From an optimization exercise on the open Yosys and OpenROAD flow, aimed at small area, a short achievable clock period and few clock cycles per item; shortcuts taken in it are not production practice.
Where RTL was checked, it was by simulation tests only, not by an equivalence proof against the original.

==> 05-03 <==
==> flow/design.v (excerpt) <==
module ydl_angle_engine (
    input  wire        clk,
    input  wire        rst,
    input  wire        hdr_valid,
    output wire        hdr_ready,
    input  wire [15:0] hdr_start_code,
    input  wire [15:0] hdr_end_code,
    input  wire [7:0]  hdr_count,
    input  wire [13:0] hdr_dist_first,
    input  wire [13:0] hdr_dist_last,
    input  wire        smp_valid,
    output wire        smp_ready,
    input  wire [23:0] smp_raw,
    output wire        out_valid,
    input  wire        out_ready,
    output reg  [15:0] out_angle,
    output reg  [13:0] out_dist,
    output reg  [9:0]  out_intensity,
    output reg         out_last
);
    localparam [2:0] W_IDLE = 3'd0,   
                     W_S0   = 3'd1,   
                     W_S1   = 3'd2,   
                     W_WT   = 3'd3,   
                     W_DIV  = 3'd4,   
                     W_DONE = 3'd5;   
    reg        out_v, skid_v;
    reg [15:0] sk_angle;
    reg [13:0] sk_dist;
    reg [9:0]  sk_int;
    reg        sk_last;
    wire       en = ~skid_v;
  ...
==> flow/config.mk <==
export PLATFORM = sky130hd
export DESIGN_NAME = ydl_angle_engine
export DESIGN_NICKNAME = ydl_angle_engine
export VERILOG_FILES = /design/flow/design.v
export SDC_FILE = /design/flow/constraint.sdc
export NUM_CORES = 4
export LEC_CHECK = 0
export ABC_AREA = 1
export CAP_MARGIN = 20
export CORE_MARGIN = 2
export CORE_UTILIZATION = 40
export GPL_TIMING_DRIVEN = 0
export SLEW_MARGIN = 20
==> flow/constraint.sdc <==
create_clock -name core_clock -period 12.0 [get_ports {clk}]
set_input_delay 2.4000 -clock core_clock [delete_from_list [all_inputs] [get_ports {clk}]]
set_output_delay 2.4000 -clock core_clock [all_outputs]
set_load 0.01 [all_outputs]
run.sh (not shown) runs the stock make flow with config.mk's settings and CLKGATE_MAP_FILE= SYNTH_SCRIPT=/design/flow/synth_recipe.tcl, a recipe that flattens the netlist after the stock synthesis.
==> 06-24: changes against 05-03 <==
GPL_TIMING_DRIVEN = default   (was 0)
==> comparison table <==
Status: 06-24 complete, no violations; 05-03 complete, no violations
Clock Network Area Fraction: 06-24 5.40%; 05-03 5.42%
Fraction of layout cells with a size suffix above 1: 06-24 4.45%; 05-03 5.06%
Final Hold Slack: 06-24 0.403 ns; 05-03 0.385 ns
Routed met3 length: 06-24 5380 um; 05-03 6520 um
Final Net Count: 06-24 6,558; 05-03 6,644
Fraction of standard cell area that is sequential: 06-24 44.9%; 05-03 44.4%
Launch instance of the worst min-delay path: 06-24 r0_int[0]; 05-03 u_corr.z_r9[9]
Met3 GRT Util: 06-24 2.42%; 05-03 2.17%
Via count of the first global-routing pass: 06-24 38,500; 05-03 39,100
DP Area: 06-24 62,000 um^2; 05-03 62,700 um^2
Cell type of the slowest stage on the worst timing path: 06-24 sky130_fd_sc_hd__o21ai_0; 05-03 sky130_fd_sc_hd__buf_1
Tightest Pin Transition: 06-24 1.06 ns; 05-03 0.935 ns
Post-route standard cell area excluding fillers: 06-24 65,600 um^2; 05-03 66,300 um^2
Vias per Instance: 06-24 4.98; 05-03 5.04
Initial DRT Pass Iterations: 06-24 5; 05-03 8
Crit. path cell count: 06-24 23; 05-03 25
Clock period minus worst slack: 06-24 5.51 ns; 05-03 6.15 ns
Worst slack, placed: 06-24 6.16 ns; 05-03 5.85 ns
No functional check of the RTL was part of any run of this note.

---

==> job 9941: inputs <==
ydl_angle_engine, a different RTL version from the one above (not shown whole).
clock: 12.0 ns
lec_check: 0
abc_area: 1
cap_margin: 20
core_margin: 2
core_utilization: 40
place_density: 0.75
slew_margin: 20
==> job 8941 (differences from job 9941) <==
--- a/flow/design.v
+++ b/flow/design.v
@@ -5,21 +5,19 @@
     input  wire          in_v,
     input  wire [25:0]   in_pay,
     input  wire [13:0]   in_d,
     input  wire [13:0]   in_dn,      
     input  wire [3:0]    in_sh,      
-    input  wire          in_dz,      
-    input  wire          in_n1,      
     input  wire [20:0]   in_z,
     input  wire          in_conv,
     output wire          out_v,
     output wire [25:0]   out_pay,
     output wire [20:0]   out_z,
     output wire [15:0]   out_ang
 );
     wire [3:0]  sh = in_sh;
-    wire        dz = in_dz;
+    wire        dz = (in_dn == 14'd0);
     wire [13:0] dn = in_dn;
     reg  [17:0] k1, k2;
     always @(*) begin
         case ({dz, sh})
             5'd0: begin k1 = 18'd147; k2 = 18'd195; end
@@ -33,11 +31,11 @@
             5'd8: begin k1 = 18'd37638; k2 = 18'd49930; end
             5'd9: begin k1 = 18'd75275; k2 = 18'd99859; end
             default: begin k1 = 18'd78499; k2 = 18'd202970; end
         endcase
     end
-    wire        m_n1 = in_n1;
+    wire        m_n1 = dz | (in_d >= 14'd25);
     reg  [17:0] kx, ky;
     always @(*) begin
         case ({dz, m_n1, sh})
             6'd0: begin kx = 18'd244; ky = 18'd122; end
             6'd1: begin kx = 18'd489; ky = 18'd243; end
@@ -261,24 +259,27 @@
     wire signed [23:0] xe6 = {6'd0, x_r5};
     wire signed [23:0] xs6 = xe6 >>> 6;
     wire signed [23:0] ys6 = ye6 >>> 6;
     wire [24:0] yc6 = {ye6, 1'b1} + {xs6 ^ {24{~n6}}, ~n6};
     wire [23:0] yn6 = yc6[24:1];
+    wire [24:0] xc6 = {xe6, 1'b1} + {ys6 ^ {24{n6}}, n6};
+    wire [23:0] xn6 = xc6[24:1];
+    wire [17:0] x_i6 = xn6[17:0];
     wire [12:0] y_i6 = yn6[12:0];
     wire n7 = y_i6[12];
     wire signed [23:0] ye7 = $signed(y_i6);
-    wire signed [23:0] xe7 = {6'd0, x_r5};
+    wire signed [23:0] xe7 = {6'd0, x_i6};
     wire signed [23:0] xs7 = xe7 >>> 7;
     wire signed [23:0] ys7 = ye7 >>> 7;
     wire [24:0] yc7 = {ye7, 1'b1} + {xs7 ^ {24{~n7}}, ~n7};
     wire [23:0] yn7 = yc7[24:1];
     wire [11:0] y_i7 = yn7[11:0];
     reg [17:0] x_r7;
     reg [11:0] y_r7;
     reg [20:0] z_r7;
     reg [25:0] pay_r7;
-    always @(posedge clk) if (en) begin x_r7 <= x_r5; y_r7 <= y_i7; z_r7 <= z_r5; pay_r7 <= pay_r5; end
+    always @(posedge clk) if (en) begin x_r7 <= x_i6; y_r7 <= y_i7; z_r7 <= z_r5; pay_r7 <= pay_r5; end
     reg v_r7;
     always @(posedge clk) if (rst) v_r7 <= 1'b0; else if (en) v_r7 <= v_r5;
     reg p1_r7; always @(posedge clk) if (en) p1_r7 <= p1_r5;
     reg p2_r7; always @(posedge clk) if (en) p2_r7 <= p2_r5;
     reg p3_r7; always @(posedge clk) if (en) p3_r7 <= p3_r5;
@@ -720,22 +721,20 @@
     reg  [7:0]  p_n;
     reg  [27:0] p_step;
     reg         e_act, e_conv;
     reg  [7:0]  e_rem;
     reg  [27:0] e_acc, e_step;
-    reg         hdr_rdy_q, smp_rdy_q;   
     wire        w_bub = w_nb & ((w_st == W_S0) | (w_st == W_S1));
-    assign hdr_ready = hdr_rdy_q;       
-    assign smp_ready = smp_rdy_q;       
+    assign hdr_ready = (w_st == W_DONE) & ~p_v;
+    assign smp_ready = en & e_act & ~w_bub;
     wire        hdr_take = hdr_valid & hdr_ready;
     wire        smp_take = smp_valid & smp_ready;
     wire        e_last = (e_rem == 8'd1);
     wire        p_to_e = p_v & (~e_act | (smp_take & e_last));
     reg         r0_v, r0_b, r0_last, r0_conv;
     reg  [13:0] r0_d, r0_dn;
     reg  [3:0]  r0_sh;
-    reg         r0_dz, r0_n1;
     reg  [9:0]  r0_int;
     reg  [20:0] r0_z;
     always @(posedge clk) begin
         if (rst)
             r0_v <= 1'b0;
@@ -759,12 +758,10 @@
         endcase
     end
     always @(posedge clk) begin
         if (en) begin
             r0_sh <= i_sh;
-            r0_dz <= (i_d == 14'd0);
-            r0_n1 <= (i_d == 14'd0) | (i_d >= 14'd25);
             r0_dn <= i_d << i_sh;
             if (w_bub) begin
                 r0_b    <= 1'b1;
                 r0_last <= (w_st == W_S1);
                 r0_conv <= 1'b1;
@@ -792,12 +789,10 @@
         .in_v   (r0_v),
         .in_pay ({r0_b, r0_last, r0_int, r0_d}),
         .in_d   (r0_d),
         .in_dn  (r0_dn),
         .in_sh  (r0_sh),
-        .in_dz  (r0_dz),
-        .in_n1  (r0_n1),
         .in_z   (r0_z),
         .in_conv(r0_conv),
         .out_v  (x_v),
         .out_pay(x_pay),
         .out_z  (x_z),
@@ -856,67 +851,50 @@
     wire [1:0]  qb  = ~b3[10] ? 2'd3 : ~b2[10] ? 2'd2 : ~b1[10] ? 2'd1 : 2'd0;
     wire [7:0]  rb  = ~b3[10] ? b3[7:0] : ~b2[10] ? b2[7:0] : ~b1[10] ? b1[7:0] : r4b[7:0];
     wire        xb_en = en & x_v & x_b;
     wire [20:0] span = x_z - w_f;
     always @(posedge clk) begin
-        if (rst)
+        if (rst) begin
             w_st <= W_IDLE;
-        else
-            w_st <= w_st_n;
-    end
-    always @(posedge clk) begin
-        case (w_st)
-            W_IDLE: if (hdr_valid) begin
-                w_dv <= hdr_count - 8'd1;
-                w_nb <= (hdr_count > 8'd1);
-                w_nd <= (hdr_count > 8'd2);
-            end
-            W_WT: begin
-                w_dv3 <= {2'b0, w_dv} + {1'b0, w_dv, 1'b0};
-                if (xb_en) begin
+        end else begin
+            case (w_st)
+                W_IDLE: if (hdr_valid) begin
+                    w_dv <= hdr_count - 8'd1;
+                    w_nb <= (hdr_count > 8'd1);
+                    w_nd <= (hdr_count > 8'd2);
+                    w_st <= W_S0;
+                end
+                W_S0: begin
+                    if (~w_nb)
+                        w_st <= W_DONE;
+                    else if (en)
+                        w_st <= W_S1;
+                end
+                W_S1: if (en) w_st <= W_WT;
+                W_WT: begin
+                    w_dv3 <= {2'b0, w_dv} + {1'b0, w_dv, 1'b0};
+                    if (xb_en) begin
                     if (~x_last)
                         w_f <= x_z;
                     else begin
                         w_q   <= {span, 7'd0};
                         w_r   <= 8'd0;
                         w_cnt <= 4'd0;
+                        w_st  <= w_nd ? W_DIV : W_DONE;
+                    end
                     end
                 end
-            end
-            W_DIV: begin
-                w_q   <= {w_q[23:0], qa, qb};
-                w_r   <= rb;
-                w_cnt <= w_cnt + 4'd1;
-            end
-            default: ;
-        endcase
-    end
-    reg  [2:0] w_st_n;
-    always @(*) begin
-        w_st_n = w_st;
-        case (w_st)
-            W_IDLE: if (hdr_valid) w_st_n = W_S0;
-            W_S0:   if (~w_nb) w_st_n = W_DONE; else if (en) w_st_n = W_S1;
-            W_S1:   if (en) w_st_n = W_WT;
-            W_WT:   if (xb_en & x_last) w_st_n = w_nd ? W_DIV : W_DONE;
-            W_DIV:  if (w_cnt == 4'd6) w_st_n = W_DONE;
-            W_DONE: if (hdr_take) w_st_n = W_IDLE;
-            default: w_st_n = W_IDLE;
-        endcase
-    end
-    wire w_nb_n   = (w_st == W_IDLE & hdr_valid) ? (hdr_count > 8'd1) : w_nb;
-    wire w_bub_n  = w_nb_n & ((w_st_n == W_S0) | (w_st_n == W_S1));
-    wire p_v_n    = hdr_take | (p_v & ~p_to_e);
-    wire e_act_n  = p_to_e | (e_act & ~(smp_take & e_last));
-    wire skid_v_n = skid_v ? ~out_ready : (~out_v | out_ready) ? 1'b0 : res_v;
-    always @(posedge clk) begin
-        if (rst) begin
-            hdr_rdy_q <= 1'b0;
-            smp_rdy_q <= 1'b0;
-        end else begin
-            hdr_rdy_q <= (w_st_n == W_DONE) & ~p_v_n;
-            smp_rdy_q <= ~skid_v_n & e_act_n & ~w_bub_n;
+                W_DIV: begin
+                    w_q   <= {w_q[23:0], qa, qb};
+                    w_r   <= rb;
+                    w_cnt <= w_cnt + 4'd1;
+                    if (w_cnt == 4'd6)
+                        w_st <= W_DONE;
+                end
+                W_DONE: if (hdr_valid & ~p_v) w_st <= W_IDLE;
+                default: w_st <= W_IDLE;
+            endcase
         end
     end
     always @(posedge clk) begin
         if (rst)
             p_v <= 1'b0;
- PLACE_DENSITY: 0.75 -> unset
==> job 7547 (differences from job 9941) <==
--- a/flow/design.v
+++ b/flow/design.v
@@ -7,10 +7,12 @@
     input  wire [13:0]   in_d,
     input  wire [13:0]   in_dn,      
     input  wire [3:0]    in_sh,      
     input  wire          in_dz,      
     input  wire          in_n1,      
+    input  wire [17:0]   in_kx,      
+    input  wire [17:0]   in_ky,
     input  wire [20:0]   in_z,
     input  wire          in_conv,
     output wire          out_v,
     output wire [25:0]   out_pay,
     output wire [20:0]   out_z,
@@ -34,37 +36,11 @@
             5'd9: begin k1 = 18'd75275; k2 = 18'd99859; end
             default: begin k1 = 18'd78499; k2 = 18'd202970; end
         endcase
     end
     wire        m_n1 = in_n1;
-    reg  [17:0] kx, ky;
-    always @(*) begin
-        case ({dz, m_n1, sh})
-            6'd0: begin kx = 18'd244; ky = 18'd122; end
-            6'd1: begin kx = 18'd489; ky = 18'd243; end
-            6'd2: begin kx = 18'd978; ky = 18'd486; end
-            6'd3: begin kx = 18'd1956; ky = 18'd972; end
-            6'd4: begin kx = 18'd3912; ky = 18'd1945; end
-            6'd5: begin kx = 18'd7825; ky = 18'd3889; end
-            6'd6: begin kx = 18'd15650; ky = 18'd7778; end
-            6'd7: begin kx = 18'd31301; ky = 18'd15556; end
-            6'd8: begin kx = 18'd62603; ky = 18'd31111; end
-            6'd9: begin kx = 18'd125204; ky = 18'd62222; end
-            6'd16: begin kx = 18'd50; ky = 18'd268; end
-            6'd17: begin kx = 18'd99; ky = 18'd537; end
-            6'd18: begin kx = 18'd198; ky = 18'd1074; end
-            6'd19: begin kx = 18'd396; ky = 18'd2148; end
-            6'd20: begin kx = 18'd792; ky = 18'd4297; end
-            6'd21: begin kx = 18'd1585; ky = 18'd8593; end
-            6'd22: begin kx = 18'd3168; ky = 18'd17186; end
-            6'd23: begin kx = 18'd6337; ky = 18'd34374; end
-            6'd24: begin kx = 18'd12673; ky = 18'd68749; end
-            6'd25: begin kx = 18'd25346; ky = 18'd137496; end
-            6'd57: begin kx = 18'd108086; ky = 18'd242219; end
-            default: begin kx = 18'd0; ky = 18'd0; end
-        endcase
-    end
+    wire [17:0] kx = in_kx, ky = in_ky;
     wire [17:0] m_dp = {1'b0, dn, 3'd0};
     wire [17:0] m_dh = {2'b0, dn, 2'd0};
     wire [17:0] m_xa = m_n1 ? m_dp : 18'd0;
     wire [17:0] m_ya = m_n1 ? 18'd0 : m_dp;
     wire px1_s = m_xa[0] ^ m_dh[0];
@@ -672,10 +648,44 @@
     wire m191_s = m170_c ^ z_q[20] ^ z_q[18];
     wire m191_c = (m170_c & z_q[20]) | (m170_c & z_q[18]) | (z_q[20] & z_q[18]);
     wire [26:0] m45 = {1'b0, z_q[20], m191_c, m190_c, m189_c, m188_c, m187_c, m186_c, m185_c, m184_c, m183_c, m182_c, m181_c, m180_c, m179_c, m178_c, m177_c, m176_c, m175_c, m174_c, m173_c, m172_c, m171_c, m171_s, z_q[2], z_q[1], z_q[0]} + {1'b0, 1'b0, z_q[19], m191_s, m190_s, m189_s, m188_s, m187_s, m186_s, m185_s, m184_s, m183_s, m182_s, m181_s, m180_s, m179_s, m178_s, m177_s, m176_s, m175_s, m174_s, m173_s, m172_s, z_q[0], z_q[0], 1'b0, 1'b0};
     assign out_ang = m45[26:11];
 endmodule
+module ydl_corr_ktab (
+    input  wire        dz,
+    input  wire        m_n1,
+    input  wire [3:0]  sh,
+    output reg  [17:0] kx,
+    output reg  [17:0] ky
+);
+    always @(*) begin
+        case ({dz, m_n1, sh})
+            6'd0: begin kx = 18'd244; ky = 18'd122; end
+            6'd1: begin kx = 18'd489; ky = 18'd243; end
+            6'd2: begin kx = 18'd978; ky = 18'd486; end
+            6'd3: begin kx = 18'd1956; ky = 18'd972; end
+            6'd4: begin kx = 18'd3912; ky = 18'd1945; end
+            6'd5: begin kx = 18'd7825; ky = 18'd3889; end
+            6'd6: begin kx = 18'd15650; ky = 18'd7778; end
+            6'd7: begin kx = 18'd31301; ky = 18'd15556; end
+            6'd8: begin kx = 18'd62603; ky = 18'd31111; end
+            6'd9: begin kx = 18'd125204; ky = 18'd62222; end
+            6'd16: begin kx = 18'd50; ky = 18'd268; end
+            6'd17: begin kx = 18'd99; ky = 18'd537; end
+            6'd18: begin kx = 18'd198; ky = 18'd1074; end
+            6'd19: begin kx = 18'd396; ky = 18'd2148; end
+            6'd20: begin kx = 18'd792; ky = 18'd4297; end
+            6'd21: begin kx = 18'd1585; ky = 18'd8593; end
+            6'd22: begin kx = 18'd3168; ky = 18'd17186; end
+            6'd23: begin kx = 18'd6337; ky = 18'd34374; end
+            6'd24: begin kx = 18'd12673; ky = 18'd68749; end
+            6'd25: begin kx = 18'd25346; ky = 18'd137496; end
+            6'd57: begin kx = 18'd108086; ky = 18'd242219; end
+            default: begin kx = 18'd0; ky = 18'd0; end
+        endcase
+    end
+endmodule
 module ydl_angle_engine (
     input  wire        clk,
     input  wire        rst,
     input  wire        hdr_valid,
     output wire        hdr_ready,
@@ -708,22 +718,21 @@
     wire       en = ~skid_v;
     assign out_valid = out_v;
     reg  [2:0]  w_st;
     reg  [3:0]  w_cnt;
     reg  [7:0]  w_dv;               
-    reg  [9:0]  w_dv3;              
     reg         w_nb, w_nd;         
     reg  [20:0] w_f;                
-    reg  [27:0] w_q;                
-    reg  [7:0]  w_r;
+    reg  [26:0] w_q;                
+    reg  [9:0]  w_r;
     reg         p_v, p_conv;
     reg  [20:0] p_f;
     reg  [7:0]  p_n;
-    reg  [27:0] p_step;
+    reg  [26:0] p_step;
     reg         e_act, e_conv;
     reg  [7:0]  e_rem;
-    reg  [27:0] e_acc, e_step;
+    reg  [26:0] e_acc, e_step;
     reg         hdr_rdy_q, smp_rdy_q;   
     wire        w_bub = w_nb & ((w_st == W_S0) | (w_st == W_S1));
     assign hdr_ready = hdr_rdy_q;       
     assign smp_ready = smp_rdy_q;       
     wire        hdr_take = hdr_valid & hdr_ready;
@@ -732,10 +741,11 @@
     wire        p_to_e = p_v & (~e_act | (smp_take & e_last));
     reg         r0_v, r0_b, r0_last, r0_conv;
     reg  [13:0] r0_d, r0_dn;
     reg  [3:0]  r0_sh;
     reg         r0_dz, r0_n1;
+    reg  [17:0] r0_kx, r0_ky;
     reg  [9:0]  r0_int;
     reg  [20:0] r0_z;
     always @(posedge clk) begin
         if (rst)
             r0_v <= 1'b0;
@@ -756,15 +766,27 @@
             14'b00000001??????: i_sh = 4'd7;
             14'b000000001?????: i_sh = 4'd8;
             default:            i_sh = 4'd9;
         endcase
     end
+    wire [17:0] i_kx, i_ky;
+    wire        i_dz = (i_d == 14'd0);
+    wire        i_n1 = i_dz | (i_d >= 14'd25);
+    ydl_corr_ktab u_ktab (
+        .dz   (i_dz),
+        .m_n1 (i_n1),
+        .sh   (i_sh),
+        .kx   (i_kx),
+        .ky   (i_ky)
+    );
     always @(posedge clk) begin
         if (en) begin
             r0_sh <= i_sh;
-            r0_dz <= (i_d == 14'd0);
-            r0_n1 <= (i_d == 14'd0) | (i_d >= 14'd25);
+            r0_dz <= i_dz;
+            r0_n1 <= i_n1;
+            r0_kx <= i_kx;
+            r0_ky <= i_ky;
             r0_dn <= i_d << i_sh;
             if (w_bub) begin
                 r0_b    <= 1'b1;
                 r0_last <= (w_st == W_S1);
                 r0_conv <= 1'b1;
@@ -775,11 +797,11 @@
                 r0_b    <= 1'b0;
                 r0_last <= e_last;
                 r0_conv <= e_conv;
                 r0_d    <= smp_raw[23:10];
                 r0_int  <= smp_raw[9:0];
-                r0_z    <= e_acc[27:7];
+                r0_z    <= e_acc[26:6];
             end
         end
     end
     wire        x_v;
     wire [25:0] x_pay;
@@ -794,10 +816,12 @@
         .in_d   (r0_d),
         .in_dn  (r0_dn),
         .in_sh  (r0_sh),
         .in_dz  (r0_dz),
         .in_n1  (r0_n1),
+        .in_kx  (r0_kx),
+        .in_ky  (r0_ky),
         .in_z   (r0_z),
         .in_conv(r0_conv),
         .out_v  (x_v),
         .out_pay(x_pay),
         .out_z  (x_z),
@@ -841,22 +865,17 @@
             sk_dist  <= x_d;
             sk_int   <= x_int;
             sk_last  <= x_last;
         end
     end
-    wire [9:0]  r4a = {w_r, w_q[27:26]};
-    wire [10:0] a1  = {1'b0, r4a} - {3'b0, w_dv};
-    wire [10:0] a2  = {1'b0, r4a} - {2'b0, w_dv, 1'b0};
-    wire [10:0] a3  = {1'b0, r4a} - {1'b0, w_dv3};
-    wire [1:0]  qa  = ~a3[10] ? 2'd3 : ~a2[10] ? 2'd2 : ~a1[10] ? 2'd1 : 2'd0;
-    wire [7:0]  ra  = ~a3[10] ? a3[7:0] : ~a2[10] ? a2[7:0] : ~a1[10] ? a1[7:0] : r4a[7:0];
-    wire [9:0]  r4b = {ra, w_q[25:24]};
-    wire [10:0] b1  = {1'b0, r4b} - {3'b0, w_dv};
-    wire [10:0] b2  = {1'b0, r4b} - {2'b0, w_dv, 1'b0};
-    wire [10:0] b3  = {1'b0, r4b} - {1'b0, w_dv3};
-    wire [1:0]  qb  = ~b3[10] ? 2'd3 : ~b2[10] ? 2'd2 : ~b1[10] ? 2'd1 : 2'd0;
-    wire [7:0]  rb  = ~b3[10] ? b3[7:0] : ~b2[10] ? b2[7:0] : ~b1[10] ? b1[7:0] : r4b[7:0];
+    wire [9:0]  dvx = {2'b0, w_dv};
+    wire [9:0]  r2a = {w_r[8:0], w_q[26]};
+    wire [9:0]  ra  = w_r[9] ? r2a + dvx : r2a - dvx;
+    wire [9:0]  r2b = {ra[8:0], w_q[25]};
+    wire [9:0]  rb  = ra[9] ? r2b + dvx : r2b - dvx;
+    wire [9:0]  r2c = {rb[8:0], w_q[24]};
+    wire [9:0]  rc  = rb[9] ? r2c + dvx : r2c - dvx;
     wire        xb_en = en & x_v & x_b;
     wire [20:0] span = x_z - w_f;
     always @(posedge clk) begin
         if (rst)
             w_st <= W_IDLE;
@@ -869,24 +888,23 @@
                 w_dv <= hdr_count - 8'd1;
                 w_nb <= (hdr_count > 8'd1);
                 w_nd <= (hdr_count > 8'd2);
             end
             W_WT: begin
-                w_dv3 <= {2'b0, w_dv} + {1'b0, w_dv, 1'b0};
                 if (xb_en) begin
                     if (~x_last)
                         w_f <= x_z;
                     else begin
-                        w_q   <= {span, 7'd0};
-                        w_r   <= 8'd0;
+                        w_q   <= {span, 6'd0};
+                        w_r   <= 10'd0;
                         w_cnt <= 4'd0;
                     end
                 end
             end
             W_DIV: begin
-                w_q   <= {w_q[23:0], qa, qb};
-                w_r   <= rb;
+                w_q   <= {w_q[23:0], ~w_r[9], ~ra[9], ~rb[9]};
+                w_r   <= rc;
                 w_cnt <= w_cnt + 4'd1;
             end
             default: ;
         endcase
     end
@@ -896,11 +914,11 @@
         case (w_st)
             W_IDLE: if (hdr_valid) w_st_n = W_S0;
             W_S0:   if (~w_nb) w_st_n = W_DONE; else if (en) w_st_n = W_S1;
             W_S1:   if (en) w_st_n = W_WT;
             W_WT:   if (xb_en & x_last) w_st_n = w_nd ? W_DIV : W_DONE;
-            W_DIV:  if (w_cnt == 4'd6) w_st_n = W_DONE;
+            W_DIV:  if (w_cnt == 4'd8) w_st_n = W_DONE;
             W_DONE: if (hdr_take) w_st_n = W_IDLE;
             default: w_st_n = W_IDLE;
         endcase
     end
     wire w_nb_n   = (w_st == W_IDLE & hdr_valid) ? (hdr_count > 8'd1) : w_nb;
@@ -928,11 +946,11 @@
     always @(posedge clk) begin
         if (hdr_take) begin
             p_conv <= ~w_nb;
             p_f    <= w_nb ? w_f : {6'd0, hdr_start_code[15:1]};
             p_n    <= hdr_count;
-            p_step <= w_q;
+            p_step <= w_nd ? {w_q[25:0], 1'b1} : w_q;
         end
     end
     always @(posedge clk) begin
         if (rst)
             e_act <= 1'b0;
@@ -943,11 +961,11 @@
     end
     always @(posedge clk) begin
         if (p_to_e) begin
             e_conv <= p_conv;
             e_rem  <= p_n;
-            e_acc  <= {p_f, 7'd0};
+            e_acc  <= {p_f, 6'd0};
             e_step <= p_step;
         end else if (smp_take) begin
             e_rem  <= e_rem - 8'd1;
             e_acc  <= e_acc + e_step;
         end
- PLACE_DENSITY: 0.75 -> unset
==> metrics.csv <==
metric,value,unit
result of the run,finished clean,
antenna violations before repair,9,
number of standard cells after synthesis,6237,
clock insertion delay at the later pin of the skew report,0.71,ns
classification of the worst setup path,reg -> reg,
Yosys Warn Count,2,
number of fillers in the final layout,14344,
Vias,42888,
cell count along the critical path,23,
The numbers above come from job 8941.

==> metrics.csv <==
metric,value,unit
leading cell types by total area after synthesis,"edfxtp_1 (49%), ha_1 (9.8%), nand2_1 (7.9%)",
result of the run,finished clean,
total track usage,0.177,
classification of the worst setup path,reg -> reg,
clock insertion delay at the later pin of the skew report,0.70,ns
Vias,40711,
number of fillers in the final layout,13655,
placed wire-length estimate,102,mm
Yosys Warn Count,3,
Max Fanout on Critical Path,17,
sequential element share of the synthesized area,0.494,
cell family with the largest share of critical-path delay,simple AND/OR/NAND/NOR gates,
antenna violations before repair,0,
buffer type at the clock tree root,clkbuf_16,
number of standard cells after synthesis,5875,
area growth from synthesis to final layout,11.7,%
The numbers above come from job 7547.

==> metrics.csv <==
metric,value,unit
clock input transition at the sequential cells of the worst setup and hold paths,0.06,ns
Vias,41683,
clock insertion delay at the later pin of the skew report,0.72,ns
classification of the worst setup path,in -> reg,
result of the run,finished clean,
antenna violations before repair,3,
summed area of non-filler cells in the final layout,67500,µm²
number of fillers in the final layout,13676,
cell count along the critical path,11,
gp weighted congestion,0.919,
Routed met2 length,63.3,mm
critical hold path startpoint,u_corr.z_r7[18],
met3 wire len,6.80,mm
Yosys Warn Count,2,
number of standard cells after synthesis,5964,
The numbers above come from job 9941.

Testbench counts of job 9941, summed over its fixed seeds: cycles 60,086, items 56,574.
No functional check of the RTL was part of job 8941 and job 7547.

-- re-timing with driven ports --
The results above use ideal ports. As a check the final layouts listed here were re-extracted and re-timed, cells and wires unchanged. Step 1, drivers: a clkbuf_16 drives clk and a buf_2 each remaining input, both assumed. Step 2 times the ports against the registers' clock, not the clock port: input delays grow and output delays shrink by t, the midpoint of the rising clock arrivals with the driver on. a / b / c = no drivers / after step 1 / after step 2; a / b = the first two.
run	shift t [ns]	slack for setup (ns)	clock arrival spread, ns
05-03	0.781	5.850 / 5.850 / 5.850	0.075 / 0.075
06-24	0.780	6.491 / 6.491 / 6.141	0.038 / 0.037
job 9941	0.774	6.229 / 6.287 / 5.513	0.065 / 0.066
job 8941	0.783	6.155 / 6.155 / 6.155	0.026 / 0.026
job 7547	0.774	5.050 / 5.050 / 5.050	0.029 / 0.029
After both steps setup and hold are still met in every run listed. For job 9941, which loses most, drivers alone change the setup slack by +0.058 ns; drivers and shift together by -0.716 ns.
